Context: an optimization exercise on an open-source flow, tuned for small area. The choices shown serve that exercise and are no tape-out recipe. The RTL was checked by simulation tests, not by an equivalence proof against the original design. No activity file was given, so power comes from the tool's default toggle rates.

--- design/flow/design.v ---
module smcore_monitor (
    input  wire        clk,
    input  wire        rst,             
    input  wire        ms_tick,         
    input  wire        start,           
    input  wire        clear_latch,     
    input  wire [47:0] ain,             
    input  wire [3:0]  din,             
    input  wire [15:0] cfg_gain,
    input  wire [15:0] cfg_offset,
    input  wire [15:0] cfg_z1,
    input  wire [15:0] cfg_z2,
    input  wire [15:0] cfg_z3,
    input  wire [15:0] cfg_z4,
    input  wire [15:0] cfg_prox,
    input  wire [3:0]  cfg_ai_en,
    input  wire [3:0]  cfg_di_en,
    input  wire [3:0]  cfg_di_high,
    input  wire        cfg_auto_reset,
    output wire        ready,
    output reg         done,
    output wire        relay,
    output wire        indicator,
    output wire [2:0]  safety_status,
    output wire [4:0]  zone_status,
    output reg         prox_alert,
    output reg  [3:0]  safety_error,
    output reg  [47:0] ai_mv,           
    output wire [3:0]  di_status
);
    integer i;
    reg [4:0] ph;
    reg       zeroing;
    reg       busy;
    wire      phz  = (ph == 5'd0);
    wire      ph31 = (ph == 5'd31);
    assign ready = ~busy & ~zeroing;
    wire go = ready & start;
    reg [5:0] a3;
    reg [2:0] ch3;
    wire pub = busy & (ch3 == 3'd4) & (a3 == 6'd33);
    always @(posedge clk) begin
        if (rst)
            busy <= 1'b0;
        else if (go)
            busy <= 1'b1;
        else if (pub)
            busy <= 1'b0;
        if (go) begin
            a3  <= 6'd35;
            ch3 <= 3'd7;
        end else begin
            if (a3 == 6'd47) begin
                a3  <= 6'd0;
                ch3 <= ch3 + 3'd1;
            end else
                a3 <= a3 + 6'd1;
        end
    end
    wire        a3hi  = (a3 >= 6'd36);
    wire [2:0]  ch1   = ch3 + {2'd0, a3hi};
    wire        s1act = busy & ~ch1[2] & (a3hi | (a3 <= 6'd11));
    wire [11:0] raw1  = ain[12*ch1[1:0] +: 12];
    reg         dig;
    always @(*) begin
        case (a3)
            6'd38, 6'd41, 6'd42, 6'd43, 6'd46, 6'd47: dig = 1'b1;
            default: dig = 1'b0;
        endcase
    end
    reg  [13:0] X;
    wire [11:0] acc1 = (a3 == 6'd36) ? 12'd0 : X[13:2];
    wire [11:0] pb1 = (s1act & dig) ? raw1 : 12'd0;
    wire [12:0] c1;
    wire [12:0] sum1;
    assign c1[0] = 1'b0;
    genvar g1;
    generate for (g1 = 0; g1 < 12; g1 = g1 + 1) begin : fa1
        assign sum1[g1]  = acc1[g1] ^ pb1[g1] ^ c1[g1];
        assign c1[g1+1]  = (acc1[g1] & pb1[g1]) | (acc1[g1] & c1[g1]) | (pb1[g1] & c1[g1]);
    end endgenerate
    assign sum1[12] = c1[12];
    wire        xb   = sum1[0];
    reg [2:0] up;
    always @(*) begin
        casez (X[13:8])
            6'b1?????: up = 3'd5;
            6'b01????: up = 3'd4;
            6'b001???: up = 3'd3;
            6'b0001??: up = 3'd2;
            6'b00001?: up = 3'd1;
            default:   up = 3'd0;
        endcase
    end
    wire inact = (X[13:2] < 12'd100);    
    reg  [47:0] ring;
    wire        rwr = s1act & (a3 <= 6'd11);
    wire [3:0]  rwc = {4{rwr}} & (4'd1 << ch1[1:0]);
    always @(posedge clk)
        ring <= {ring[46:36], rwc[3] ? ~xb : ring[35],
                 ring[34:24], rwc[2] ? ~xb : ring[23],
                 ring[22:12], rwc[1] ? ~xb : ring[11],
                 ring[10:0],  rwc[0] ? ~xb : ring[47]};
    reg  [2:0]  upq;
    reg         inact1;
    wire        s3act = busy & (a3 <= 6'd32);
    wire        t3z   = (a3 == 6'd0);
    reg        bv;
    wire [2:0] usel  = t3z ? up : upq;
    wire       uin   = (a3 <= 6'd7) ? X[usel] : (a3 <= 6'd10) & upq[a3[1:0]];
    wire       c1015 = (a3 < 6'd10) & (a3 != 6'd3);
    wire       bvin  = ~t3z & bv;
    wire [1:0] dv    = {1'b0, c1015} - {1'b0, uin} - {1'b0, bvin};
    wire       vb    = dv[0];
    reg  [15:0] accP;
    wire [15:0] pa3 = t3z ? 16'd0 : accP;
    wire [15:0] pb3 = vb ? cfg_offset : 16'd0;
    wire [16:0] c3;
    wire [16:0] sum3;
    assign c3[0] = 1'b0;
    genvar gi;
    generate for (gi = 0; gi < 16; gi = gi + 1) begin : fa3
        assign sum3[gi]  = pa3[gi] ^ pb3[gi] ^ c3[gi];
        assign c3[gi+1]  = (pa3[gi] & pb3[gi]) | (pa3[gi] & c3[gi]) | (pb3[gi] & c3[gi]);
    end endgenerate
    assign sum3[16] = c3[16];
    wire        pb   = sum3[0];
    reg  [2:0]  cy;
    wire        op2  = (a3 >= 6'd2)  & ~X[12];
    wire        op6  = (a3 >= 6'd6)  &  X[8];
    wire        op9  = (a3 >= 6'd9)  &  X[5];
    wire        op11 = (a3 >= 6'd11) &  X[3];
    wire        inj  = (a3 == 6'd2);
    wire [2:0]  cyin = t3z ? 3'd0 : cy;
    wire [3:0]  ps   = {3'd0, pb} + {3'd0, op2} + {3'd0, op6} + {3'd0, op9}
                     + {3'd0, op11} + {3'd0, inj} + {1'b0, cyin};
    wire        prb  = ps[0];
    reg         s20, neq;
    reg  [14:0] E;                       
    always @(posedge clk) begin
        bv   <= dv[1];
        accP <= sum3[16:1];
        X <= {a3hi ? sum1[12] : pb, sum1[11:0], X[1]};
        if (t3z) begin
            upq    <= up;
            inact1 <= inact;
        end
        cy   <= ps[3:1];
        if (s3act) begin
            if (a3 == 6'd20) begin
                s20 <= pb;
                neq <= 1'b0;
            end else if (a3 > 6'd20 && a3 < 6'd26) begin
                neq <= neq | (pb ^ s20);
            end else if (a3 == 6'd26) begin
                neq <= neq | (pb ^ s20) | inact1;
                s20 <= pb | inact1;
            end
            if (a3 >= 6'd18)
                E <= {prb, E[14:1]};
        end
    end
    wire signed [6:0] ei = E[14:8];
    wire        [7:0] ef = E[7:0];
    wire              gnz = |cfg_gain;
    wire s5start = busy & ~ch3[2] & (a3 == 6'd33);
    wire ei_big  = (ei >= 7'sd23);
    wire ei_err  = (ei <= -7'sd25);
    wire ei_noh  = (ei >= -7'sd24) & (ei <= -7'sd15);
    wire ei_nrm  = (ei >= -7'sd14) & (ei <= 7'sd22);
    wire bigcase = neq ? ~s20 : ei_big;
    wire md_big  = bigcase & gnz;
    wire md_noh  = ~neq & ei_noh;
    wire md_nrm  = ~neq & ei_nrm;
    reg  [5:0]  c5;                      
    reg         act5, nrm, noh, hs, end10;
    reg  [4:0]  r5;
    reg         big, nz, sticky;
    reg  [4:0]  lt, gt;                  
    reg  [24:0] R;
    wire fin5 = act5 & (c5 == (end10 ? 6'd15 : 6'd5));
    wire step = act5 & ~fin5;
    wire signed [7:0] hx = $signed({2'b00, c5}) - (noh ? 8'sd47 : 8'sd31) - {ei[6], ei};
    wire eok   = (a3 >= 6'd33) | (a3 < 6'd18);
    wire hact  = step & (nrm | noh) & eok & (hx >= 8'sd0) & (hx <= 8'sd8);
    wire hfst  = hact & (hx == 8'sd8);
    wire hb    = hfst | (hact & ef[hx[2:0]]);
    wire mr    = R[24] & hs & step;
    wire m     = mr & nrm;
    wire [24:0] ra5 = hfst ? 25'd0 : {R[23:0], 1'b0};
    wire [15:0] rb5 = hb ? cfg_gain : 16'd0;
    wire [25:0] c5c;
    wire [24:0] Rn;
    assign c5c[0] = 1'b0;
    genvar g5;
    generate for (g5 = 0; g5 < 25; g5 = g5 + 1) begin : fa5
        if (g5 < 16) begin : f
            assign Rn[g5]    = ra5[g5] ^ rb5[g5] ^ c5c[g5];
            assign c5c[g5+1] = (ra5[g5] & rb5[g5]) | (ra5[g5] & c5c[g5]) | (rb5[g5] & c5c[g5]);
        end else begin : h
            assign Rn[g5]    = ra5[g5] ^ c5c[g5];
            assign c5c[g5+1] = ra5[g5] & c5c[g5];
        end
    end endgenerate
    wire       rdiv = (c5 >= 6'd16) & (c5 <= 6'd37);
    wire       rcmp = (c5 >= 6'd16) & (c5 <= 6'd31);
    wire [5:0] r2   = {r5, m};
    wire       qd   = (r2 >= 6'd25);
    wire [5:0] r2s  = r2 - 6'd25;
    wire [4:0] rn   = qd ? r2s[4:0] : r2[4:0];
    wire [3:0] kz = c5[3:0];
    wire [4:0] zb = {cfg_prox[kz], cfg_z4[kz], cfg_z3[kz], cfg_z2[kz], cfg_z1[kz]};
    always @(posedge clk) begin
        R <= Rn;
        if (rst)
            act5 <= 1'b0;
        else if (s5start)
            act5 <= 1'b1;
        else if (fin5)
            act5 <= 1'b0;
        if (s5start) begin
            c5     <= (md_nrm & (ei > 7'sd7)) ? (6'd39 + ei[5:0]) : 6'd46;
            end10  <= md_nrm & (ei >= 7'sd10);
            nrm    <= md_nrm;
            noh    <= md_noh;
            hs     <= 1'b0;
            r5     <= 5'd0;
            lt     <= 5'd0;
            gt     <= 5'd0;
            big    <= md_big;
            nz     <= md_big;
            sticky <= 1'b0;
        end else begin
            c5 <= c5 - 6'd1;
            if (hfst) hs <= 1'b1;
            if (step) begin
                if (m) nz <= 1'b1;
                if (c5 >= 6'd38 && m) big <= 1'b1;
                if (rdiv) r5 <= rn;
                if (rdiv && !rcmp && qd) big <= 1'b1;
                if (rcmp) begin
                    for (i = 0; i < 5; i = i + 1)
                        if (!lt[i] && !gt[i]) begin
                            if (qd && !zb[i]) gt[i] <= 1'b1;
                            if (!qd && zb[i]) lt[i] <= 1'b1;
                        end
                end
                if (c5 <= 6'd15 && m) sticky <= 1'b1;
                if (noh && mr && c5 >= 6'd22) begin
                    nz     <= 1'b1;
                    sticky <= 1'b1;
                end
            end
        end
    end
    wire       incq = (r5 != 5'd0) | sticky;
    wire [4:0] le   = {5{~big}} & (lt | (~gt & {5{~incq}}));
    wire       aerr = ~nz;
    wire       f_cr = ~aerr & le[0];
    wire       f_wh = ~aerr & ~le[0] & le[1];
    wire       f_wl = ~aerr & ~le[0] & ~le[1] & le[2];
    wire       f_la = ~aerr & ~le[0] & ~le[1] & ~le[2] & le[3];
    wire       f_px = ~aerr & le[4];
    wire [1:0] ch5  = ch3[1:0] - 2'd1;
    reg  [3:0] zacc;                     
    reg        pacc;
    reg  [3:0] aer;                      
    always @(posedge clk) begin
        if (go) begin
            zacc <= 4'd0;
            pacc <= 1'b0;
        end else if (fin5) begin
            if (cfg_ai_en[ch5]) begin
                zacc <= zacc | {f_la, f_wl, f_wh, f_cr};
                pacc <= pacc | f_px;
            end
            aer[ch5] <= aerr;
        end
    end
    reg  [31:0] ur;
    reg  [4:0]  P;
    reg  [5:0]  A;
    reg         cu;
    wire [5:0]  Pn   = {1'b0, P} + {5'd0, ms_tick};
    wire        ab   = (ph < 5'd6) & A[ph[2:0]];
    wire        uo   = ur[31] & ~zeroing;
    wire        cuin = ~phz & cu;
    wire [1:0]  us   = {1'b0, uo} + {1'b0, ab} + {1'b0, cuin};
    always @(posedge clk) begin
        if (rst) begin
            ph      <= 5'd0;
            zeroing <= 1'b1;
            P       <= 5'd0;
            A       <= 6'd0;
        end else begin
            ph <= ph + 5'd1;
            if (ph31) begin
                zeroing <= 1'b0;
                A       <= Pn;
                P       <= 5'd0;
            end else
                P <= Pn[4:0];
        end
        ur <= {ur[30:0], us[0]};
        cu <= us[1];
    end
    reg         rd, rdp;
    reg  [4:0]  S;
    reg         cn;
    wire        sb   = (ph < 5'd5) & S[ph[2:0]];
    wire        cnin = ~phz & cn;
    wire [1:0]  ns   = {1'b0, ur[31]} + {1'b0, sb} + {1'b0, cnin};
    wire        nowb = ns[0];
    always @(posedge clk) begin
        if (rst) begin
            rd  <= 1'b0;
            rdp <= 1'b0;
        end else if (ph31) begin
            rd  <= rdp | go;
            rdp <= 1'b0;
        end else if (go)
            rdp <= 1'b1;
        if (go)
            S <= P;
        cn <= ns[1];
    end
    reg  [31:0] er [0:3];
    reg  [3:0]  bw, gtd;
    reg  [3:0]  di_prev, di_state;
    wire        c50 = (ph == 5'd1) | (ph == 5'd4) | (ph == 5'd5);
    wire [3:0]  edn = cfg_di_en & (din ^ di_prev);
    genvar g;
    generate
        for (g = 0; g < 4; g = g + 1) begin : dch
            wire       eo  = er[g][31];
            wire       wr  = rd & edn[g];
            wire       bin = ~phz & bw[g];
            wire [1:0] ds  = {1'b0, nowb} - {1'b0, eo} - {1'b0, bin};
            wire       gin = ~phz & gtd[g];
            always @(posedge clk) begin
                er[g] <= {er[g][30:0], zeroing ? 1'b0 : (wr ? nowb : eo)};
                bw[g] <= ds[1];
                if (rd)
                    gtd[g] <= (ds[0] != c50) ? ds[0] : gin;
            end
        end
    endgenerate
    wire [3:0] act = ~(din ^ cfg_di_high);
    wire [3:0] dsn = (cfg_di_en & ~edn & gtd & act) | (~(cfg_di_en & ~edn & gtd) & di_state);
    assign di_status = di_state;
    wire [3:0] serr = cfg_ai_en & aer;
    wire [3:0] good = cfg_ai_en & ~aer;
    wire       any_crit = zacc[0] | (|(cfg_di_en & dsn));
    wire       any_warn = zacc[1] | zacc[2];
    wire       any_err  = |serr;
    wire [2:0] agg = any_crit ? 3'd2 : any_warn ? 3'd1 : any_err ? 3'd4 : 3'd0;
    function integer rpos(input integer ch, input integer k);
        integer s;
        begin
            s = 12 * ch;
            rpos = (224 + s - k) % 48;
        end
    endfunction
    reg  [3:0] zs;
    reg        dcrit;
    wire       p_crit = zs[0] | dcrit;
    wire       p_warn = zs[1] | zs[2];
    wire       p_err  = |safety_error;
    assign zone_status   = {zs, p_err};
    assign safety_status = p_crit ? 3'd2 : p_warn ? 3'd1 : p_err ? 3'd4 : 3'd0;
    reg rel, latch;
    assign relay     = rel;
    assign indicator = rel;
    integer k;
    always @(posedge clk) begin
        if (rst) begin
            done          <= 1'b0;
            rel           <= 1'b0;
            latch         <= 1'b0;
            zs            <= 4'd0;
            dcrit         <= 1'b0;
            prox_alert    <= 1'b0;
            safety_error  <= 4'd0;
            ai_mv         <= 48'd0;
            di_prev       <= 4'd0;
            di_state      <= 4'd0;
        end else begin
            done <= pub;
            if (!busy && clear_latch)
                latch <= 1'b0;
            if (pub) begin
                for (i = 0; i < 4; i = i + 1)
                    if (good[i])
                        for (k = 0; k < 12; k = k + 1)
                            ai_mv[12*i + k] <= ~ring[rpos(i, k)];
                di_prev  <= (cfg_di_en & din) | (~cfg_di_en & di_prev);
                di_state <= dsn;
                if (agg == 3'd2) begin
                    rel   <= 1'b1;
                    latch <= 1'b1;
                end else if (agg == 3'd0) begin
                    if (cfg_auto_reset || !latch)
                        rel <= 1'b0;
                    if (cfg_auto_reset)
                        latch <= 1'b0;
                end
                zs            <= zacc;
                dcrit         <= |(cfg_di_en & dsn);
                prox_alert    <= pacc;
                safety_error  <= serr;
            end
        end
    end
endmodule
--- design/flow/flow/run.sh ---
#!/bin/bash
# Layout flow: the standard ORFS flow (standard.sh), with two changes:
#  - ports are buffered with the smallest buffer (sky130_fd_sc_hd__buf_1)
#  - clock tree: clkbuf_16 leaf clusters of at most 30 sinks, no dummy loads
# The full make/OpenROAD/Yosys output goes to flow_make.log in this folder.
set -euo pipefail
export BUFFER_PORTS_ARGS="-buffer_cell sky130_fd_sc_hd__buf_1"
export CTS_ARGS="-sink_clustering_enable -repair_clock_nets -dont_use_dummy_load -buf_list sky130_fd_sc_hd__clkbuf_16 -sink_clustering_size 30 -sink_clustering_max_diameter 100"
bash standard.sh > flow_make.log 2>&1
--- design/flow/standard.sh ---
#!/bin/bash
# synth_recipe.tcl (not shown) runs the flow's synth.tcl, then flattens the netlist and writes it again
# the make line also repeats each setting of config.mk as NAME=value (left out here)
make -C /OpenROAD-flow-scripts/flow DESIGN_CONFIG=/design/flow/config.mk WORK_HOME=/design/flow/orfs CLKGATE_MAP_FILE= SYNTH_SCRIPT=/design/flow/synth_recipe.tcl "${@:-finish}"
--- design/flow/config.mk ---
export PLATFORM = sky130hd
export DESIGN_NAME = smcore_monitor
export DESIGN_NICKNAME = smcore_monitor
export VERILOG_FILES = /design/flow/design.v
export SDC_FILE = /design/flow/constraint.sdc
export NUM_CORES = 4
export LEC_CHECK = 0
export CAP_MARGIN = 20
export CORE_MARGIN = 2
export CORE_UTILIZATION = 70
export PLACE_DENSITY = 0.85
export SLEW_MARGIN = 20
--- design/flow/constraint.sdc ---
create_clock -name core_clock -period 17.0 [get_ports {clk}]
set_input_delay 3.4000 -clock core_clock [delete_from_list [all_inputs] [get_ports {clk}]]
set_output_delay 3.4000 -clock core_clock [all_outputs]
set_load 0.01 [all_outputs]
==> impl_metrics.prom, run 1 <==
# TYPE chip_impl_metric gauge
chip_impl_info{name="status",value="complete, no violations"} 1
chip_impl_metric{name="synth-edff-count",unit=""} 36
chip_impl_metric{name="powerDensity",unit="mW/mm²"} 129
chip_impl_metric{name="maximum_number_of_pins_on_one_net_before_global_route_repair",unit=""} 92
chip_impl_metric{name="syn-num-nets",unit=""} 1749
chip_impl_metric{name="setup_violations",unit=""} 0
chip_impl_metric{name="globalRouteOverflowTotal",unit=""} 0
chip_impl_metric{name="ctsHtreeMaxLevel",unit=""} 1
chip_impl_metric{name="critical_path_peak_fanout",unit=""} 24
chip_impl_metric{name="final_cell_count_no_fill",unit=""} 1987
chip_impl_metric{name="clkPwrFrac",unit="%"} 20.4
chip_impl_info{name="cp-end-kind",value="flip-flop"} 1
chip_impl_metric{name="design.die.area",unit="mm²"} 0.0250
chip_impl_metric{name="wl_per_cell",unit="µm"} 16.7
chip_impl_info{name="worstHoldPathType",value="reg -> reg"} 1
chip_impl_metric{name="row_count",unit=""} 56
chip_impl_metric{name="dpl.hpwl",unit="mm"} 23.9
chip_impl_metric{name="first_pass_grt_wire_length",unit="mm"} 53.5
chip_impl_metric{name="initial_antenna_violation_count",unit=""} 2
chip_impl_metric{name="fmax_achieved",unit="MHz"} 94.8
chip_impl_metric{name="drt_iter0_markers",unit=""} 708
chip_impl_info{name="nature_of_the_critical_path_startpoint",value="flip-flop"} 1
chip_impl_metric{name="chipWidth",unit="µm"} 158
chip_impl_metric{name="routed_via_density",unit=""} 5.73
chip_impl_metric{name="worst_ir_drop_vdd",unit="V"} 0.0000878
chip_impl_metric{name="final_util",unit="%"} 77.6
chip_impl_metric{name="cts_resized",unit=""} 0
chip_impl_metric{name="synth.cell_area",unit="mm²"} 0.0167
chip_impl_metric{name="tritoncts_num_sinks",unit=""} 439
chip_impl_metric{name="post_route_cells_drive_above_1_share",unit="%"} 4.26
chip_impl_metric{name="place_congestion",unit=""} 0.911
chip_impl_metric{name="tightestPinTransition",unit="ns"} 1.01
chip_impl_info{name="cpMostUsedCell",value="sky130_fd_sc_hd__fa_1"} 1
chip_impl_metric{name="syn-instance-count",unit=""} 1466
chip_impl_metric{name="timing.critical_path.slowest_cell_delay",unit="ns"} 0.95
chip_impl_metric{name="synth_cell_types",unit=""} 77
chip_impl_metric{name="synth.yosys.warnings",unit=""} 2
chip_impl_metric{name="grt_util_all_layers",unit="%"} 26.7
chip_impl_metric{name="dp.cells",unit=""} 1968
chip_impl_metric{name="yosys_register_bits",unit=""} 439
chip_impl_metric{name="power.net_switching",unit="µW"} 720
chip_impl_metric{name="cts_hold_buf",unit=""} 0
chip_impl_metric{name="chipHeight",unit="µm"} 158
chip_impl_metric{name="cp_data_required_time",unit="ns"} 17.39
chip_impl_metric{name="drc",unit=""} 0
chip_impl_metric{name="antenna_left",unit=""} 0
chip_impl_metric{name="grt_pass1_vias",unit=""} 11117
chip_impl_info{name="cts_tree",value="done"} 1
chip_impl_metric{name="cts_inserted_buffers",unit=""} 18
chip_impl_metric{name="seqPwrFrac",unit="%"} 50.2
chip_impl_metric{name="tns_setup",unit="ns"} 0
chip_impl_metric{name="finalCritPeriodShare",unit="%"} 62.0
chip_impl_info{name="cpMaxStageDelayCell",value="sky130_fd_sc_hd__dfxtp_1"} 1
chip_impl_metric{name="nets",unit=""} 1952
chip_impl_metric{name="timing_max_transition_violations_final",unit=""} 0
chip_impl_metric{name="maxCapViolCount",unit=""} 0
chip_impl_info{name="ys.flop_type",value="sky130_fd_sc_hd__dfxtp_1"} 1
chip_impl_info{name="timing.setup.critical_path_class",value="reg -> reg"} 1
chip_impl_metric{name="coreArea",unit="mm²"} 0.0234
chip_impl_metric{name="cts_setup_buffers",unit=""} 0
chip_impl_metric{name="synth.yosys.seq_area_share",unit="%"} 54.9
chip_impl_info{name="final_common_cell",value="sky130_fd_sc_hd__dfxtp_1"} 1
chip_impl_metric{name="clk_pin_slew",unit="ns"} 0.11
chip_impl_metric{name="layout-area-overhead-vs-synth",unit="%"} 9.08
chip_impl_metric{name="timing.critical_path.arrival",unit="ns"} 10.93
chip_impl_metric{name="final.min_clock_period",unit="ns"} 10.54
chip_impl_metric{name="net_switching_fraction_of_the_power",unit="%"} 30.7
chip_impl_metric{name="p_comb_share",unit="%"} 29.3
chip_impl_metric{name="worst_clock_skew",unit="ns"} 0.0529
chip_impl_metric{name="vias",unit=""} 11378
chip_impl_metric{name="hold_viol",unit=""} 0
chip_impl_metric{name="ios",unit=""} 251
chip_impl_metric{name="static-leakage-power",unit="µW"} 0.00706
chip_impl_metric{name="post_synth.cell_area_avg",unit="µm²"} 11.4
chip_impl_metric{name="buffer_ports.inserted",unit=""} 250
chip_impl_metric{name="fill_cells",unit=""} 1579
chip_impl_metric{name="intPower",unit="µW"} 1630
chip_impl_metric{name="timing.slew.headroom",unit="%"} 32.4
chip_impl_metric{name="clock_tree.buffer_depth",unit=""} 3
chip_impl_info{name="master_cell_of_the_clock_root_buffer",value="sky130_fd_sc_hd__clkbuf_16"} 1
chip_impl_metric{name="clkLatencyLatePin",unit="ns"} 0.53
chip_impl_info{name="grt_setup_unrepaired",value="false"} 1
chip_impl_metric{name="ys_async_sr_fraction",unit="%"} 0
chip_impl_info{name="most-common-layout-cells",value="sky130_fd_sc_hd__dfxtp_1, sky130_fd_sc_hd__buf_1, sky130_fd_sc_hd__nor2_1, sky130_fd_sc_hd__inv_1, sky130_fd_sc_hd__nand2_1"} 1
chip_impl_metric{name="detail_route.first_pass.iterations",unit=""} 5
chip_impl_metric{name="initial_core_util",unit="%"} 71.2
chip_impl_metric{name="drt-total-wl",unit="mm"} 33.1
-- area by class of cell --
class                      instances  area, µm²  area share (%)
sequential                       439       9150            50.4
clock buffer                      18        450            2.48
antenna                            1       2.50          0.0138
multi-input combinational        872       6880            37.9
tap                              319        399            2.20
inverter                          84        315            1.74
timing repair buffer             254        970            5.34
-- registers in the layout, indices dropped and copies added (netlist names), 6 cells and up, named ones only --
register  count
accP         16
ur           32
E            15
ai_mv        48
A             6
R            25
er          128
X            14
c5            6
a3            6
ring         48
-- worst paths after layout --
path / slack (ns) / cells past startpoint / from / end
worst min-delay path: 0.30 / 0 / er[3][7] / er[3][8]
worst max register to register: 6.46 / 34 / c5[1] / R[23]
worst min register to register: 0.30 / 0 / er[3][7] / er[3][8]
worst max-delay path: 6.46 / 34 / c5[1] / R[23]
-- cells in the mapped netlist, types with 32 or more instances --
cell	number	area (µm²)
sky130_fd_sc_hd__clkbuf_1	50	188
sky130_fd_sc_hd__inv_1	81	304
sky130_fd_sc_hd__fa_1	52	1040
sky130_fd_sc_hd__mux4_2	35	788
sky130_fd_sc_hd__o21ai_0	32	160
sky130_fd_sc_hd__edfxtp_1	36	1080
sky130_fd_sc_hd__a211oi_1	60	450
sky130_fd_sc_hd__and2_1	37	231
sky130_fd_sc_hd__nand2_1	73	274
sky130_fd_sc_hd__nor2_1	132	495
sky130_fd_sc_hd__dfxtp_1	403	8070
sky130_fd_sc_hd__ha_1	49	613
sky130_fd_sc_hd__nor2b_1	46	288
sky130_fd_sc_hd__nand3_1	43	215
sky130_fd_sc_hd__a21oi_1	58	290
-- per-layer routing --
metal | vias up | global-route usage, % | share of wire [%]
li1 | 5478 | - | -
met1 | 5439 | 35.2 | 43
met2 | 409 | 44.8 | 47
met3 | 52 | 5.50 | 7.8
met4 | 0 | 7.85 | 2.3
met5 | - | 0 | 0
-- cells by family (layout without fill, tap and decap cells) --
group | count (synthesis) | count (layout) | synth area share (%)
mux | 54 | 54 | 6.38
buf+inv | 155 | 356 | 3.79
xor+xnor | 32 | 32 | 1.68
other cells | 0 | 1 | 0
fa+ha+maj | 101 | 101 | 9.93
flops | 439 | 439 | 54.9
simple gates | 433 | 433 | 13.0
compound gates | 252 | 252 | 10.2
-- power groups by stage --
stage                     clock (µW)  combinational, µW  sequential [µW]
after global placement             0                647             1200
after CTS                        488                689             1180
final                            480                689             1180
after global routing             522                776             1190
after detailed placement           0                684             1200
after floorplan                    0                567             1160
-- critical path, delay by kind of cell, from the launching register on --
family / cells / cell delay, ns
AO/OA/AOI/OAI: 3 / 1.01
XOR/XNOR: 1 / 0.18
adder cells (fa/ha/maj): 24 / 6.90
buffers and inverters: 3 / 0.35
flip-flops: 1 / 0.95
AND/OR/NAND/NOR: 3 / 1.03
-- metrics by stage --
stage / area, µm² / total power, µW / setup WS (ns) / hold slack, ns
global route: 18200 / 2490 / 5.95 / 0.308
detailed placement: 17700 / 1890 / 6.40 / 0.312
CTS: 18200 / 2360 / 6.43 / 0.289
global placement: 17700 / 1850 / 6.71 / 0.310
floorplan: 16700 / 1730 / 6.95 / 0.310
finish: 18200 / 2350 / 6.46 / 0.296
==> inputs of run 2 (changes only) <==
--- a/design/flow/config.mk
+++ b/design/flow/config.mk
@@ -7,6 +7,6 @@
 export LEC_CHECK = 0
 export CAP_MARGIN = 20
 export CORE_MARGIN = 2
-export CORE_UTILIZATION = 70
-export PLACE_DENSITY = 0.85
+export CORE_UTILIZATION = 60
+export PLACE_DENSITY = 0.75
 export SLEW_MARGIN = 20
==> run 2 against run 1 <==
Net effect:
- synthesized cell count did not move
- die area increased by 16%
- routed wire length shrank 0.95%
- cell area increased by 0.38%
- first-iteration DRC count fell by 8.6%
- critical path type unchanged
- maximum frequency about the same
- via count is 2.2% lower
- sequential share of layout area fell by 0.19 points
- global-route usage fell by 4.0 points
- critical endpoint unchanged
- area after synthesis unchanged
- worst hold slack improved by 0.036 ns
- sequential cell count stayed put
==> impl_metrics.prom, run 2 <==
# TYPE chip_impl_metric gauge
chip_impl_info{name="status",value="complete, no violations"} 1
chip_impl_metric{name="globalRouteOverflowTotal",unit=""} 0
chip_impl_metric{name="coreArea",unit="mm²"} 0.0271
chip_impl_metric{name="synth.cell_area",unit="mm²"} 0.0167
chip_impl_metric{name="cts_resized",unit=""} 0
chip_impl_metric{name="buffer_ports.inserted",unit=""} 250
chip_impl_metric{name="cp_data_required_time",unit="ns"} 17.41
chip_impl_metric{name="tns_setup",unit="ns"} 0
chip_impl_metric{name="drc",unit=""} 0
chip_impl_metric{name="cts_hold_buf",unit=""} 0
chip_impl_metric{name="synth-edff-count",unit=""} 36
chip_impl_metric{name="drt-total-wl",unit="mm"} 32.8
chip_impl_metric{name="synth.yosys.warnings",unit=""} 2
chip_impl_metric{name="post_route_cells_drive_above_1_share",unit="%"} 4.26
chip_impl_metric{name="drt_iter0_markers",unit=""} 647
chip_impl_info{name="max_flop_register",value="er"} 1
chip_impl_metric{name="timing.slew.headroom",unit="%"} 32.8
chip_impl_metric{name="vias",unit=""} 11133
chip_impl_metric{name="syn-instance-count",unit=""} 1466
chip_impl_info{name="master_cell_of_the_clock_root_buffer",value="sky130_fd_sc_hd__clkbuf_16"} 1
chip_impl_metric{name="yosysTopAreaCellShare",unit="%"} 48.4
chip_impl_metric{name="maximum_number_of_pins_on_one_net_before_global_route_repair",unit=""} 92
chip_impl_metric{name="chipHeight",unit="µm"} 171
chip_impl_metric{name="ctsHtreeMaxLevel",unit=""} 1
chip_impl_metric{name="clkLatencyLatePin",unit="ns"} 0.52
chip_impl_info{name="most-common-layout-cells",value="sky130_fd_sc_hd__dfxtp_1, sky130_fd_sc_hd__buf_1, sky130_fd_sc_hd__nor2_1, sky130_fd_sc_hd__inv_1, sky130_fd_sc_hd__nand2_1"} 1
chip_impl_metric{name="cts_inserted_buffers",unit=""} 18
chip_impl_metric{name="initial_core_util",unit="%"} 61.4
chip_impl_info{name="nature_of_the_critical_path_startpoint",value="flip-flop"} 1
chip_impl_metric{name="detail_route.first_pass.iterations",unit=""} 6
chip_impl_metric{name="dpl.hpwl",unit="mm"} 23.9
chip_impl_info{name="worstHoldPathType",value="reg -> reg"} 1
chip_impl_metric{name="cts_setup_buffers",unit=""} 0
chip_impl_metric{name="finalCritPeriodShare",unit="%"} 62.0
chip_impl_metric{name="critical_path_peak_fanout",unit=""} 24
chip_impl_metric{name="largest_reg_flops",unit=""} 128
chip_impl_info{name="cpMostUsedCell",value="sky130_fd_sc_hd__fa_1"} 1
chip_impl_metric{name="worst_ir_drop_vdd",unit="V"} 0.0000870
chip_impl_info{name="largest_registers",value="er x128, ai_mv x48, ring x48"} 1
chip_impl_metric{name="fill_cells",unit=""} 2117
chip_impl_metric{name="row_count",unit=""} 60
chip_impl_metric{name="timing.critical_path.arrival",unit="ns"} 10.95
chip_impl_metric{name="antenna_left",unit=""} 0
chip_impl_metric{name="timing.critical_path.slowest_cell_delay",unit="ns"} 0.96
chip_impl_metric{name="timing_max_transition_violations_final",unit=""} 0
chip_impl_metric{name="yosys_register_bits",unit=""} 439
chip_impl_metric{name="first_pass_grt_wire_length",unit="mm"} 53.7
chip_impl_info{name="yosys.area.top_type",value="sky130_fd_sc_hd__dfxtp_1"} 1
chip_impl_metric{name="initial_antenna_violation_count",unit=""} 2
chip_impl_metric{name="wl_per_cell",unit="µm"} 16.1
chip_impl_metric{name="final_util",unit="%"} 67.3
chip_impl_info{name="ys_top_cells_by_area",value="sky130_fd_sc_hd__dfxtp_1, sky130_fd_sc_hd__edfxtp_1, sky130_fd_sc_hd__fa_1, sky130_fd_sc_hd__mux4_2, sky130_fd_sc_hd__ha_1"} 1
chip_impl_metric{name="tritoncts_num_sinks",unit=""} 439
chip_impl_metric{name="design.die.area",unit="mm²"} 0.0291
chip_impl_metric{name="synth.yosys.seq_area_share",unit="%"} 54.9
chip_impl_metric{name="final.min_clock_period",unit="ns"} 10.55
chip_impl_metric{name="multi_input_area",unit="mm²"} 0.00688
chip_impl_metric{name="setup_violations",unit=""} 0
chip_impl_metric{name="clock_tree.buffer_depth",unit=""} 3
chip_impl_metric{name="maxCapViolCount",unit=""} 0
chip_impl_metric{name="worst_clock_skew",unit="ns"} 0.0174
chip_impl_metric{name="static-leakage-power",unit="µW"} 0.00707
chip_impl_metric{name="place_congestion",unit=""} 0.860
chip_impl_info{name="timing.setup.critical_path_class",value="reg -> reg"} 1
chip_impl_info{name="final_common_cell",value="sky130_fd_sc_hd__dfxtp_1"} 1
chip_impl_metric{name="hold_viol",unit=""} 0
chip_impl_metric{name="fmax_achieved",unit="MHz"} 94.8
chip_impl_info{name="cpMaxStageDelayCell",value="sky130_fd_sc_hd__dfxtp_1"} 1
chip_impl_metric{name="powerDensity",unit="mW/mm²"} 128
chip_impl_metric{name="seqCellArea",unit="mm²"} 0.00915
chip_impl_metric{name="grt_util_all_layers",unit="%"} 22.7
chip_impl_metric{name="routed_via_density",unit=""} 5.46
chip_impl_metric{name="ios",unit=""} 251
chip_impl_info{name="cp-end-kind",value="flip-flop"} 1
chip_impl_metric{name="grt_pass1_vias",unit=""} 11095
chip_impl_metric{name="tightestPinTransition",unit="ns"} 1.01
chip_impl_metric{name="syn-num-nets",unit=""} 1749
chip_impl_metric{name="nets",unit=""} 1952
chip_impl_metric{name="clk_pin_slew",unit="ns"} 0.11
chip_impl_metric{name="layout-area-overhead-vs-synth",unit="%"} 9.49
chip_impl_info{name="cts_tree",value="done"} 1
chip_impl_info{name="synthTopCellsByCount",value="sky130_fd_sc_hd__dfxtp_1, sky130_fd_sc_hd__nor2_1, sky130_fd_sc_hd__inv_1"} 1
chip_impl_info{name="synth_most_common_cell",value="sky130_fd_sc_hd__dfxtp_1"} 1
chip_impl_metric{name="chipWidth",unit="µm"} 171
chip_impl_info{name="ys.flop_type",value="sky130_fd_sc_hd__dfxtp_1"} 1
chip_impl_info{name="grt_setup_unrepaired",value="false"} 1
chip_impl_metric{name="post_synth.cell_area_avg",unit="µm²"} 11.4
chip_impl_metric{name="ys_async_sr_fraction",unit="%"} 0
chip_impl_metric{name="synth_cell_types",unit=""} 77
[run 2: cell counts after synthesis]
Identical to the previous run, type by type.
[run 2: final cells by class]
class                   instances  share of cell area [%]
clock buffers                  18                    2.47
inverters                      84                    1.73
well taps                     372                    2.55
flip-flops and latches        439                    50.2
diodes                          1                  0.0137
multi-input cells             872                    37.7
repair buffers                254                    5.33
[run 2: worst paths after layout]
check | to | start | slack [ns] | cells after the start
max reg2reg | R[23] | c5[1] | 6.45 | 34
min | er[2][2] | er[2][1] | 0.33 | 0
min reg2reg | er[2][2] | er[2][1] | 0.33 | 0
max | R[23] | c5[1] | 6.45 | 34
[run 2: logic make-up after synthesis]
family / Yosys count / synth area share, %
AOI/OAI and AO/OA: 252 / 10.2
xor gates and xnor gates: 32 / 1.68
adders and majority gates: 101 / 9.93
buffers and inverters: 155 / 3.79
DFF: 439 / 54.9
muxes: 54 / 6.38
and+or+nand+nor: 433 / 13.0
[run 2: critical path: cells and delay by family (launching register included)]
kind | cells | cell delay (ns)
flops | 1 | 0.96
fa+ha+maj | 24 | 6.90
simple gates | 3 | 1.03
compound gates | 3 | 1.01
buf+inv | 3 | 0.37
xor+xnor | 1 | 0.17
[run 2: through the flow]
stage | hold WS (ns) | setup slack (ns) | power, µW | instances | instance area [µm²]
after CTS | 0.336 | 6.44 | 2350 | 2039 | 18200
final | 0.332 | 6.45 | 2330 | 2040 | 18200
after detailed placement | 0.312 | 6.41 | 1880 | 2021 | 17800
after floorplan | 0.310 | 6.95 | 1730 | 1466 | 16700
after global placement | 0.311 | 6.71 | 1850 | 2021 | 17800
after global routing | 0.341 | 5.94 | 2490 | 2039 | 18200
[run 2: layer usage]
metal | global-route usage (%) | share of wire [%] | vias to the layer above
met5 | 0 | 0.040 | -
met4 | 3.94 | 1.5 | 2
met3 | 4.77 | 7.1 | 37
met2 | 38.1 | 46 | 337
met1 | 30.8 | 46 | 5273
li1 | - | - | 5484
[run 2: report_power, final]
| part | switching [µW] | internal, µW | leakage, µW | total, µW |
|---|---|---|---|---|
| registers | 65.7 | 1110 | 0.00359 | 1180 |
| logic | 358 | 316 | 0.00325 | 674 |
| clock network | 289 | 192 | 0.000222 | 482 |
==> inputs of run 3 (changes only) <==
==> design/flow/run.sh (new file) <==
#!/bin/bash
# synth_recipe.tcl (not shown) runs the flow's synth.tcl, then flattens the netlist and writes it again
# the make line also repeats each setting of config.mk as NAME=value (left out here)
make -C /OpenROAD-flow-scripts/flow DESIGN_CONFIG=/design/flow/config.mk WORK_HOME=/design/flow/orfs CLKGATE_MAP_FILE= SYNTH_SCRIPT=/design/flow/synth_recipe.tcl finish
--- a/design/flow/config.mk
+++ b/design/flow/config.mk
@@ -8,5 +8,8 @@
 export CAP_MARGIN = 20
 export CORE_MARGIN = 2
 export CORE_UTILIZATION = 60
+export CTS_BUF_LIST = sky130_fd_sc_hd__clkbuf_16
+export CTS_CLUSTER_DIAMETER = 80
+export CTS_CLUSTER_SIZE = 24
 export PLACE_DENSITY = 0.75
 export SLEW_MARGIN = 20
removed: design/flow/flow/run.sh
removed: design/flow/standard.sh
==> run 3 against run 2 <==
Net effect:
- still clean on timing, DRC and antenna
- die area unchanged
- worst hold slack got worse by 0.013 ns
- setup slack improved by 0.22 ns
- register-to-register slack better by 0.22 ns
- first-iteration DRC count fell by 17%
- critical endpoint unchanged
- largest power group unchanged
- highest routed layer unchanged
==> impl_metrics.prom, run 3 <==
# TYPE chip_impl_metric gauge
chip_impl_info{name="yosys.area.top_type",value="sky130_fd_sc_hd__dfxtp_1"} 1
chip_impl_metric{name="cts_inserted_buffers",unit=""} 22
chip_impl_metric{name="grt_util_all_layers",unit="%"} 23.4
chip_impl_metric{name="cts_setup_buffers",unit=""} 0
chip_impl_metric{name="detail_route.first_pass.iterations",unit=""} 5
chip_impl_metric{name="cts_hold_buf",unit=""} 0
chip_impl_metric{name="globalRouteOverflowTotal",unit=""} 0
chip_impl_metric{name="initial_antenna_violation_count",unit=""} 3
chip_impl_metric{name="final.min_clock_period",unit="ns"} 10.32
chip_impl_metric{name="cp_data_required_time",unit="ns"} 17.43
chip_impl_metric{name="seqPwrFrac",unit="%"} 47.9
chip_impl_metric{name="drt_iter0_markers",unit=""} 534
chip_impl_info{name="nature_of_the_critical_path_startpoint",value="flip-flop"} 1
chip_impl_metric{name="final_cell_count_no_fill",unit=""} 2059
chip_impl_metric{name="buffer_ports.inserted",unit=""} 250
chip_impl_info{name="critPathTopFamily",value="adder cells"} 1
chip_impl_info{name="worst_r2r_startpoint",value="c5[2]"} 1
chip_impl_metric{name="post_synth.cell_area_avg",unit="µm²"} 11.4
chip_impl_metric{name="synth.yosys.warnings",unit=""} 2
chip_impl_metric{name="powerDensity",unit="mW/mm²"} 123
chip_impl_metric{name="ys_async_sr_fraction",unit="%"} 0
chip_impl_info{name="cpMaxStageDelayCell",value="sky130_fd_sc_hd__dfxtp_1"} 1
chip_impl_metric{name="fmax_achieved",unit="MHz"} 96.9
chip_impl_metric{name="place_congestion",unit=""} 0.807
chip_impl_metric{name="dpl.hpwl",unit="mm"} 25.1
chip_impl_metric{name="yosys_register_bits",unit=""} 439
chip_impl_metric{name="synth_cell_types",unit=""} 77
chip_impl_metric{name="row_count",unit=""} 60
chip_impl_info{name="status",value="complete, no violations"} 1
chip_impl_metric{name="syn-instance-count",unit=""} 1466
chip_impl_metric{name="hold-path-cell-count",unit=""} 0
chip_impl_metric{name="ios",unit=""} 251
chip_impl_metric{name="tns_setup",unit="ns"} 0
chip_impl_metric{name="intPower",unit="µW"} 1710
chip_impl_metric{name="static-leakage-power",unit="µW"} 0.00784
chip_impl_metric{name="timing.critical_path.arrival",unit="ns"} 10.75
chip_impl_metric{name="worst_hold_slack",unit="ns"} 0.319
chip_impl_info{name="worstHoldPathType",value="reg -> reg"} 1
chip_impl_metric{name="vias",unit=""} 11231
chip_impl_info{name="synth_most_common_cell",value="sky130_fd_sc_hd__dfxtp_1"} 1
chip_impl_metric{name="net_switching_fraction_of_the_power",unit="%"} 30.5
chip_impl_metric{name="timing_max_transition_violations_final",unit=""} 0
chip_impl_metric{name="worst_ir_drop_vdd",unit="V"} 0.0000834
chip_impl_metric{name="first_pass_grt_wire_length",unit="mm"} 54.8
chip_impl_info{name="grt_setup_unrepaired",value="false"} 1
chip_impl_metric{name="timing.critical_path.slowest_cell_delay",unit="ns"} 0.81
chip_impl_metric{name="worst_clock_skew",unit="ns"} 0.0217
chip_impl_metric{name="dp.cells",unit=""} 2023
chip_impl_info{name="largest_registers",value="er x128, ai_mv x48, ring x48"} 1
chip_impl_metric{name="synth.cell_area",unit="mm²"} 0.0167
chip_impl_metric{name="synth.yosys.seq_area_share",unit="%"} 54.9
chip_impl_info{name="cp-end-kind",value="flip-flop"} 1
chip_impl_metric{name="timing.slew.headroom",unit="%"} 29.7
chip_impl_metric{name="antenna_left",unit=""} 0
chip_impl_info{name="cts_tree",value="done"} 1
chip_impl_metric{name="initial_core_util",unit="%"} 61.4
chip_impl_metric{name="post_route_cells_drive_above_1_share",unit="%"} 4.80
chip_impl_metric{name="routed_via_density",unit=""} 5.45
chip_impl_metric{name="chipHeight",unit="µm"} 171
chip_impl_metric{name="synth-edff-count",unit=""} 36
chip_impl_info{name="most-common-layout-cells",value="sky130_fd_sc_hd__dfxtp_1, sky130_fd_sc_hd__clkdlybuf4s50_1, sky130_fd_sc_hd__nor2_1, sky130_fd_sc_hd__inv_1, sky130_fd_sc_hd__nand2_1"} 1
chip_impl_metric{name="critical_path_peak_fanout",unit=""} 16
chip_impl_info{name="synthTopCellsByCount",value="sky130_fd_sc_hd__dfxtp_1, sky130_fd_sc_hd__nor2_1, sky130_fd_sc_hd__inv_1"} 1
chip_impl_metric{name="tritoncts_num_sinks",unit=""} 439
chip_impl_metric{name="tightestPinTransition",unit="ns"} 1.05
chip_impl_info{name="max_flop_register",value="er"} 1
chip_impl_info{name="final_common_cell",value="sky130_fd_sc_hd__dfxtp_1"} 1
chip_impl_metric{name="clkPwrFrac",unit="%"} 22.7
chip_impl_metric{name="layout-area-overhead-vs-synth",unit="%"} 20.0
chip_impl_info{name="critical_path.reg2reg.endpoint",value="R[23]"} 1
chip_impl_metric{name="largest_reg_flops",unit=""} 128
chip_impl_metric{name="cts_resized",unit=""} 0
chip_impl_info{name="ys_top_cells_by_area",value="sky130_fd_sc_hd__dfxtp_1, sky130_fd_sc_hd__edfxtp_1, sky130_fd_sc_hd__fa_1, sky130_fd_sc_hd__mux4_2, sky130_fd_sc_hd__ha_1"} 1
chip_impl_metric{name="nets",unit=""} 1959
chip_impl_metric{name="power.net_switching",unit="µW"} 750
chip_impl_metric{name="finalCritPeriodShare",unit="%"} 60.7
chip_impl_info{name="ys.flop_type",value="sky130_fd_sc_hd__dfxtp_1"} 1
chip_impl_metric{name="dp_slack",unit="ns"} 6.09
chip_impl_metric{name="setup_slack",unit="ns"} 6.68
chip_impl_info{name="timing.setup.critical_path_class",value="reg -> reg"} 1
chip_impl_metric{name="syn-num-nets",unit=""} 1749
chip_impl_metric{name="diodes",unit=""} 0
chip_impl_metric{name="hold_viol",unit=""} 0
chip_impl_metric{name="clk_pin_slew",unit="ns"} 0.09
chip_impl_info{name="worstHoldStart",value="er[3][9]"} 1
chip_impl_metric{name="path_buf_inv",unit=""} 3
chip_impl_metric{name="grt_pass1_vias",unit=""} 11089
chip_impl_metric{name="clkLatencyLatePin",unit="ns"} 0.55
chip_impl_metric{name="ctsHtreeMaxLevel",unit=""} 1
chip_impl_metric{name="coreArea",unit="mm²"} 0.0271
chip_impl_metric{name="regToRegSetupSlack",unit="ns"} 6.68
chip_impl_metric{name="chipWidth",unit="µm"} 171
chip_impl_metric{name="wl_per_cell",unit="µm"} 16.7
chip_impl_metric{name="drt-total-wl",unit="mm"} 34.5
chip_impl_metric{name="setup_violations",unit=""} 0
chip_impl_info{name="cpMostUsedCell",value="sky130_fd_sc_hd__fa_1"} 1
chip_impl_metric{name="maximum_number_of_pins_on_one_net_before_global_route_repair",unit=""} 92
chip_impl_metric{name="clock_tree.buffer_depth",unit=""} 3
chip_impl_metric{name="p_comb_share",unit="%"} 29.3
chip_impl_info{name="holdPathEnd",value="er[3][10]"} 1
chip_impl_metric{name="maxCapViolCount",unit=""} 0
chip_impl_metric{name="drc",unit=""} 0
chip_impl_metric{name="r2r_cells",unit=""} 34
chip_impl_metric{name="yosysTopAreaCellShare",unit="%"} 48.4
chip_impl_metric{name="design.die.area",unit="mm²"} 0.0291
chip_impl_info{name="master_cell_of_the_clock_root_buffer",value="sky130_fd_sc_hd__clkbuf_16"} 1
[run 3: routing by layer]
metal | share of wire [%] | track usage [%] | up-vias | wire length, µm
li1 | - | - | 5516 | -
met1 | 44 | 30.6 | 5310 | 15100
met2 | 46 | 39.0 | 351 | 15700
met3 | 8.6 | 6.18 | 50 | 2970
met4 | 2.0 | 5.57 | 4 | 680
met5 | 0.073 | 0 | - | 25
[run 3: power groups by stage]
stage	sequential, µW	combinational, µW	clock [µW]
after floorplan	1160	567	0
after global placement	1200	686	0
after detailed placement	1200	724	0
after CTS	1180	727	573
after global routing	1190	814	610
final	1180	722	560
[run 3: area by class of cell]
type,instances,area (µm²)
clock buffer,23,576
clock inverter,12,65.1
fill,1926,7110
inverter,84,315
multi-input combinational,872,6870
sequential,439,9150
tap,372,465
timing repair buffer,257,2550
[run 3: cell families (layout without fill, tap and decap cells)]
| family | count (synthesis) | count (layout) | share of synthesized area [%] |
|---|---|---|---|
| xor gates and xnor gates | 32 | 32 | 1.68 |
| muxes | 54 | 54 | 6.38 |
| DFF | 439 | 439 | 54.9 |
| AOI/OAI and AO/OA | 252 | 252 | 10.2 |
| and+or+nand+nor | 433 | 433 | 13.0 |
| buffers and inverters | 155 | 376 | 3.79 |
| adders and majority gates | 101 | 101 | 9.93 |
[run 3: worst max path at each step]
stage / start / end / slack (ns) / cells past startpoint
after global placement: cfg_gain[1] / R[23] / 6.32 / 27
after floorplan: cfg_gain[1] / R[23] / 6.95 / 26
final: c5[2] / R[23] / 6.68 / 34
after global routing: c5[2] / R[24] / 6.09 / 35
after detailed placement: cfg_gain[1] / R[23] / 6.09 / 27
after CTS: c5[2] / R[23] / 6.62 / 34
[run 3: worst register-to-register path: cells and delay by family, from the launching register on]
family / cells / cell delay (ns)
AOI/OAI and AO/OA: 3 / 0.96
and+or+nand+nor: 3 / 1.01
xor gates and xnor gates: 1 / 0.18
DFF: 1 / 0.81
adders and majority gates: 24 / 6.92
buffers and inverters: 3 / 0.33
[run 3: stage by stage]
stage / util [%] / cell area, µm² / power, µW
5_1_grt: 73.8 / 20000 / 2610
3_3_place_gp: 71.4 / 19300 / 1890
2_1_floorplan: - / 16700 / 1730
3_5_place_dp: 71.4 / 19300 / 1930
4_1_cts: 73.7 / 20000 / 2480
6_report: 73.8 / 20000 / 2460
==> inputs of run 4 (changes only) <==
--- a/design/flow/design.v
+++ b/design/flow/design.v
@@ -113,8 +113,8 @@
     wire [1:0] dv    = {1'b0, c1015} - {1'b0, uin} - {1'b0, bvin};
     wire       vb    = dv[0];
     reg  [15:0] accP;
-    wire [15:0] pa3 = t3z ? 16'd0 : accP;
-    wire [15:0] pb3 = vb ? cfg_offset : 16'd0;
+    wire [15:0] pa3 = {accP[15:1], accP[0] & ~t3z};
+    wire [15:0] pb3 = (s3act & vb) ? cfg_offset : 16'd0;
     wire [16:0] c3;
     wire [16:0] sum3;
     assign c3[0] = 1'b0;
@@ -187,7 +187,7 @@
     wire hb    = hfst | (hact & ef[hx[2:0]]);
     wire mr    = R[24] & hs & step;
     wire m     = mr & nrm;
-    wire [24:0] ra5 = hfst ? 25'd0 : {R[23:0], 1'b0};
+    wire [24:0] ra5 = {R[23:18] & {6{~hfst}}, R[17:0], 1'b0};
     wire [15:0] rb5 = hb ? cfg_gain : 16'd0;
     wire [25:0] c5c;
     wire [24:0] Rn;
@@ -282,7 +282,7 @@
     reg  [5:0]  A;
     reg         cu;
     wire [5:0]  Pn   = {1'b0, P} + {5'd0, ms_tick};
-    wire        ab   = (ph < 5'd6) & A[ph[2:0]];
+    wire        ab   = A[0];             
     wire        uo   = ur[31] & ~zeroing;
     wire        cuin = ~phz & cu;
     wire [1:0]  us   = {1'b0, uo} + {1'b0, ab} + {1'b0, cuin};
@@ -298,8 +298,10 @@
                 zeroing <= 1'b0;
                 A       <= Pn;
                 P       <= 5'd0;
-            end else
-                P <= Pn[4:0];
+            end else begin
+                A       <= {1'b0, A[5:1]};
+                P       <= Pn[4:0];
+            end
         end
         ur <= {ur[30:0], us[0]};
         cu <= us[1];
==> run 4 against run 3 <==
Net effect:
- via count down 4.1%
- routed wire length down 6.6%
- still clean on timing, DRC and antenna
- sequential power down 5%
==> impl_metrics.prom, run 4 <==
# TYPE chip_impl_metric gauge
chip_impl_info{name="status",value="complete, no violations"} 1
chip_impl_info{name="ys_top_cells_by_area",value="sky130_fd_sc_hd__dfxtp_1, sky130_fd_sc_hd__edfxtp_1, sky130_fd_sc_hd__fa_1, sky130_fd_sc_hd__mux4_2, sky130_fd_sc_hd__ha_1"} 1
chip_impl_metric{name="diodes",unit=""} 0
chip_impl_metric{name="final_cell_count_no_fill",unit=""} 1970
chip_impl_metric{name="drc",unit=""} 0
chip_impl_metric{name="worst_ir_drop_vdd",unit="V"} 0.0000937
chip_impl_info{name="most-common-layout-cells",value="sky130_fd_sc_hd__dfxtp_1, sky130_fd_sc_hd__clkdlybuf4s50_1, sky130_fd_sc_hd__nor2_1, sky130_fd_sc_hd__inv_1, sky130_fd_sc_hd__nand2_1"} 1
chip_impl_metric{name="yosys.area_share.xor_xnor",unit="%"} 1.71
chip_impl_metric{name="initial_antenna_violation_count",unit=""} 0
chip_impl_info{name="cpMaxStageDelayCell",value="sky130_fd_sc_hd__dfxtp_1"} 1
chip_impl_metric{name="fmax_achieved",unit="MHz"} 92.0
chip_impl_info{name="largest_registers",value="er x128, ai_mv x48, ring x48"} 1
chip_impl_metric{name="nets",unit=""} 1903
chip_impl_info{name="worst_r2r_startpoint",value="c5[1]"} 1
chip_impl_info{name="worstHoldPathType",value="reg -> reg"} 1
chip_impl_metric{name="timing.slew.headroom",unit="%"} 27.6
chip_impl_metric{name="timing_max_transition_violations_final",unit=""} 0
chip_impl_info{name="main_combinational_cell_family_by_area_after_synthesis",value="simple AND/OR/NAND/NOR gates"} 1
chip_impl_metric{name="wl_per_cell",unit="µm"} 16.3
chip_impl_metric{name="syn-instance-count",unit=""} 1407
chip_impl_metric{name="drt_iter0_markers",unit=""} 494
chip_impl_metric{name="cts_hold_buf",unit=""} 0
chip_impl_metric{name="synth.yosys.warnings",unit=""} 2
chip_impl_metric{name="tns_setup",unit="ns"} 0
chip_impl_metric{name="timing.critical_path.arrival",unit="ns"} 11.30
chip_impl_info{name="max_flop_register",value="er"} 1
chip_impl_info{name="nature_of_the_critical_path_startpoint",value="flip-flop"} 1
chip_impl_metric{name="yosys_register_bits",unit=""} 439
chip_impl_metric{name="setup_slack",unit="ns"} 6.13
chip_impl_metric{name="synth.mux.area_fraction",unit="%"} 6.05
chip_impl_metric{name="postLayoutCellArea",unit="mm²"} 0.0196
chip_impl_metric{name="tritoncts_num_sinks",unit=""} 439
chip_impl_metric{name="dp.cells",unit=""} 1937
chip_impl_metric{name="dp_slack",unit="ns"} 5.66
chip_impl_metric{name="ys_async_sr_fraction",unit="%"} 0
chip_impl_info{name="critical_path.reg2reg.endpoint",value="R[24]"} 1
chip_impl_metric{name="antenna_left",unit=""} 0
chip_impl_metric{name="chipHeight",unit="µm"} 169
chip_impl_metric{name="clk_pin_slew",unit="ns"} 0.09
chip_impl_metric{name="cp_data_required_time",unit="ns"} 17.43
chip_impl_info{name="synthTopCellsByCount",value="sky130_fd_sc_hd__dfxtp_1, sky130_fd_sc_hd__nor2_1, sky130_fd_sc_hd__nand2_1"} 1
chip_impl_metric{name="synth.yosys.seq_area_share",unit="%"} 56.0
chip_impl_metric{name="yosysTopAreaCellShare",unit="%"} 49.3
chip_impl_metric{name="fraction_of_the_mapped_netlist_area_in_compound_gates",unit="%"} 10.5
chip_impl_metric{name="syn-num-nets",unit=""} 1690
chip_impl_info{name="cpMostUsedCell",value="sky130_fd_sc_hd__fa_1"} 1
chip_impl_metric{name="globalRouteOverflowTotal",unit=""} 0
chip_impl_metric{name="placedInstanceArea",unit="mm²"} 0.0190
chip_impl_metric{name="tightestPinTransition",unit="ns"} 1.09
chip_impl_metric{name="first_pass_grt_wire_length",unit="mm"} 53.4
chip_impl_metric{name="coreArea",unit="mm²"} 0.0269
chip_impl_metric{name="grt_pass1_vias",unit=""} 10763
chip_impl_metric{name="drt-total-wl",unit="mm"} 32.2
chip_impl_metric{name="row_count",unit=""} 60
chip_impl_metric{name="cts_resized",unit=""} 0
chip_impl_metric{name="final_util",unit="%"} 73.0
chip_impl_info{name="timing.critical_path.to",value="R[24]"} 1
chip_impl_metric{name="regToRegSetupSlack",unit="ns"} 6.13
chip_impl_metric{name="place_congestion",unit=""} 0.874
chip_impl_info{name="grt_setup_unrepaired",value="false"} 1
chip_impl_metric{name="timing.critical_path.slowest_cell_delay",unit="ns"} 1.05
chip_impl_metric{name="buffer_ports.inserted",unit=""} 250
chip_impl_metric{name="post_route_cells_drive_above_1_share",unit="%"} 5.52
chip_impl_metric{name="hold_viol",unit=""} 0
chip_impl_metric{name="vias",unit=""} 10775
chip_impl_info{name="cp-end-kind",value="flip-flop"} 1
chip_impl_metric{name="area_share_of_fa_ha_maj_cells_after_synthesis",unit="%"} 10.1
chip_impl_info{name="final_common_cell",value="sky130_fd_sc_hd__dfxtp_1"} 1
chip_impl_metric{name="clock_tree.buffer_depth",unit=""} 3
chip_impl_metric{name="largest_reg_flops",unit=""} 128
chip_impl_metric{name="setup_violations",unit=""} 0
chip_impl_metric{name="ctsHtreeMaxLevel",unit=""} 1
chip_impl_metric{name="ios",unit=""} 251
chip_impl_metric{name="final.min_clock_period",unit="ns"} 10.87
chip_impl_metric{name="maximum_number_of_pins_on_one_net_before_global_route_repair",unit=""} 91
chip_impl_info{name="startpoint",value="c5[1]"} 1
chip_impl_info{name="timing.setup.critical_path_class",value="reg -> reg"} 1
chip_impl_metric{name="dpl.hpwl",unit="mm"} 23.4
chip_impl_metric{name="maxCapViolCount",unit=""} 0
chip_impl_metric{name="clkLatencyLatePin",unit="ns"} 0.54
chip_impl_metric{name="critical_path_peak_fanout",unit=""} 27
chip_impl_metric{name="synth-edff-count",unit=""} 36
chip_impl_info{name="ys.flop_type",value="sky130_fd_sc_hd__dfxtp_1"} 1
chip_impl_metric{name="post_synth.cell_area_avg",unit="µm²"} 11.6
chip_impl_metric{name="chipWidth",unit="µm"} 169
chip_impl_metric{name="cts_setup_buffers",unit=""} 0
chip_impl_metric{name="static-leakage-power",unit="µW"} 0.00782
chip_impl_metric{name="r2r_cells",unit=""} 34
chip_impl_metric{name="detail_route.first_pass.iterations",unit=""} 5
chip_impl_info{name="yosys.area.top_type",value="sky130_fd_sc_hd__dfxtp_1"} 1
chip_impl_info{name="synth_most_common_cell",value="sky130_fd_sc_hd__dfxtp_1"} 1
chip_impl_metric{name="synth.cell_area",unit="mm²"} 0.0163
chip_impl_info{name="master_cell_of_the_clock_root_buffer",value="sky130_fd_sc_hd__clkbuf_16"} 1
chip_impl_metric{name="synth-simple-area-share",unit="%"} 12.3
chip_impl_metric{name="design.die.area",unit="mm²"} 0.0286
chip_impl_metric{name="routed_via_density",unit=""} 5.47
chip_impl_metric{name="initial_core_util",unit="%"} 60.8
chip_impl_metric{name="layout-area-overhead-vs-synth",unit="%"} 20.1
chip_impl_metric{name="worst_clock_skew",unit="ns"} 0.0177
chip_impl_info{name="cts_tree",value="done"} 1
chip_impl_metric{name="grt_util_all_layers",unit="%"} 22.9
chip_impl_metric{name="finalCritPeriodShare",unit="%"} 63.9
chip_impl_metric{name="cts_inserted_buffers",unit=""} 22
chip_impl_metric{name="powerDensity",unit="mW/mm²"} 108
chip_impl_metric{name="synth_cell_types",unit=""} 79
## run 4: kinds of logic (layout without fill, tap and decap cells)
| logic type | after synthesis | count (layout) |
|---|---|---|
| flops | 439 | 439 |
| simple gates | 397 | 397 |
| compound gates | 256 | 256 |
| buf+inv | 132 | 354 |
| mux | 50 | 50 |
| fa+ha+maj | 101 | 101 |
| xor+xnor | 32 | 32 |
## run 4: critical path: cells and delay by family (launching register included)
kind	cells	cell delay (ns)
buffers and inverters	2	0.28
XOR/XNOR	1	0.15
AO/OA/AOI/OAI	4	0.88
AND/OR/NAND/NOR	2	0.45
flip-flops	1	1.05
adder cells (fa/ha/maj)	25	7.98
## run 4: worst min path at each step
stage / startpoint / end / slack, ns / cells past startpoint
floorplan: er[0][9] / er[0][10] / 0.31 / 0
global placement: er[1][17] / er[1][18] / 0.31 / 0
detailed placement: er[1][3] / er[1][4] / 0.31 / 0
CTS: er[0][16] / er[0][17] / 0.32 / 0
global route: er[0][16] / er[0][17] / 0.32 / 0
finish: er[0][16] / er[0][17] / 0.32 / 0
## run 4: layer usage
layer  GRT usage (%)  vias up  part of all wire (%)  routed length, µm
met3            3.13       43                   4.3               1390
met4            5.43        0                   1.9                612
met1            30.4     5164                    45              14400
li1                -     5318                     -                  -
met5               0        -                     0                  0
met2            40.0      250                    49              15800
## run 4: where the power goes
part | switching (µW) | internal, µW
Sequential | 51.7 | 1070
Combinational | 222 | 237
Clock | 313 | 239
Total | 586 | 1540
## run 4: area by class of cell
cell class | instances | area (µm²)
Sequential cell | 439 | 9150
Fill cell | 1951 | 7250
Multi-Input combinational cell | 836 | 6650
Timing Repair Buffer | 256 | 2540
Clock buffer | 22 | 551
Tap cell | 341 | 427
Inverter | 65 | 244
Clock inverter | 11 | 63.8
## run 4: metrics by stage
| step | power [µW] | hold WS [ns] |
|---|---|---|
| 2_1_floorplan | 1470 | 0.310 |
| 3_3_place_gp | 1580 | 0.311 |
| 3_5_place_dp | 1600 | 0.312 |
| 4_1_cts | 2140 | 0.323 |
| 5_1_grt | 2230 | 0.325 |
| 6_report | 2130 | 0.322 |

==> re-timing with driven ports <==
How much do the figures lean on ideal ports? The routed layouts below were timed once more, with nothing changed but the port constraints. Step 1: set_driving_cell puts a clkbuf_16 on clk and a buf_2 on each other input, an assumption about the parent block. Step 2, shift: input delay + t, output delay - t, t = (earliest + latest rising clock arrival at the registers) / 2. This alone moves slack from input paths to output paths. Three values: no drivers, after step 1, after step 2; two values: the first two.
| run | t, ns | setup WS [ns] | worst register clock-pin slew, ns |
|---|---|---|---|
| run 1 | 0.550 | 6.456 / 6.456 / 6.456 | 0.11 / 0.11 |
| run 2 | 0.554 | 6.452 / 6.452 / 6.452 | 0.11 / 0.11 |
| run 3 | 0.591 | 6.676 / 6.676 / 6.136 | 0.09 / 0.09 |
| run 4 | 0.579 | 6.129 / 6.129 / 5.661 | 0.10 / 0.10 |
After both steps every run listed still meets setup and hold. The setup slack of run 3, which loses most, moves by 0.000 ns with the drivers and by -0.540 ns with both steps.
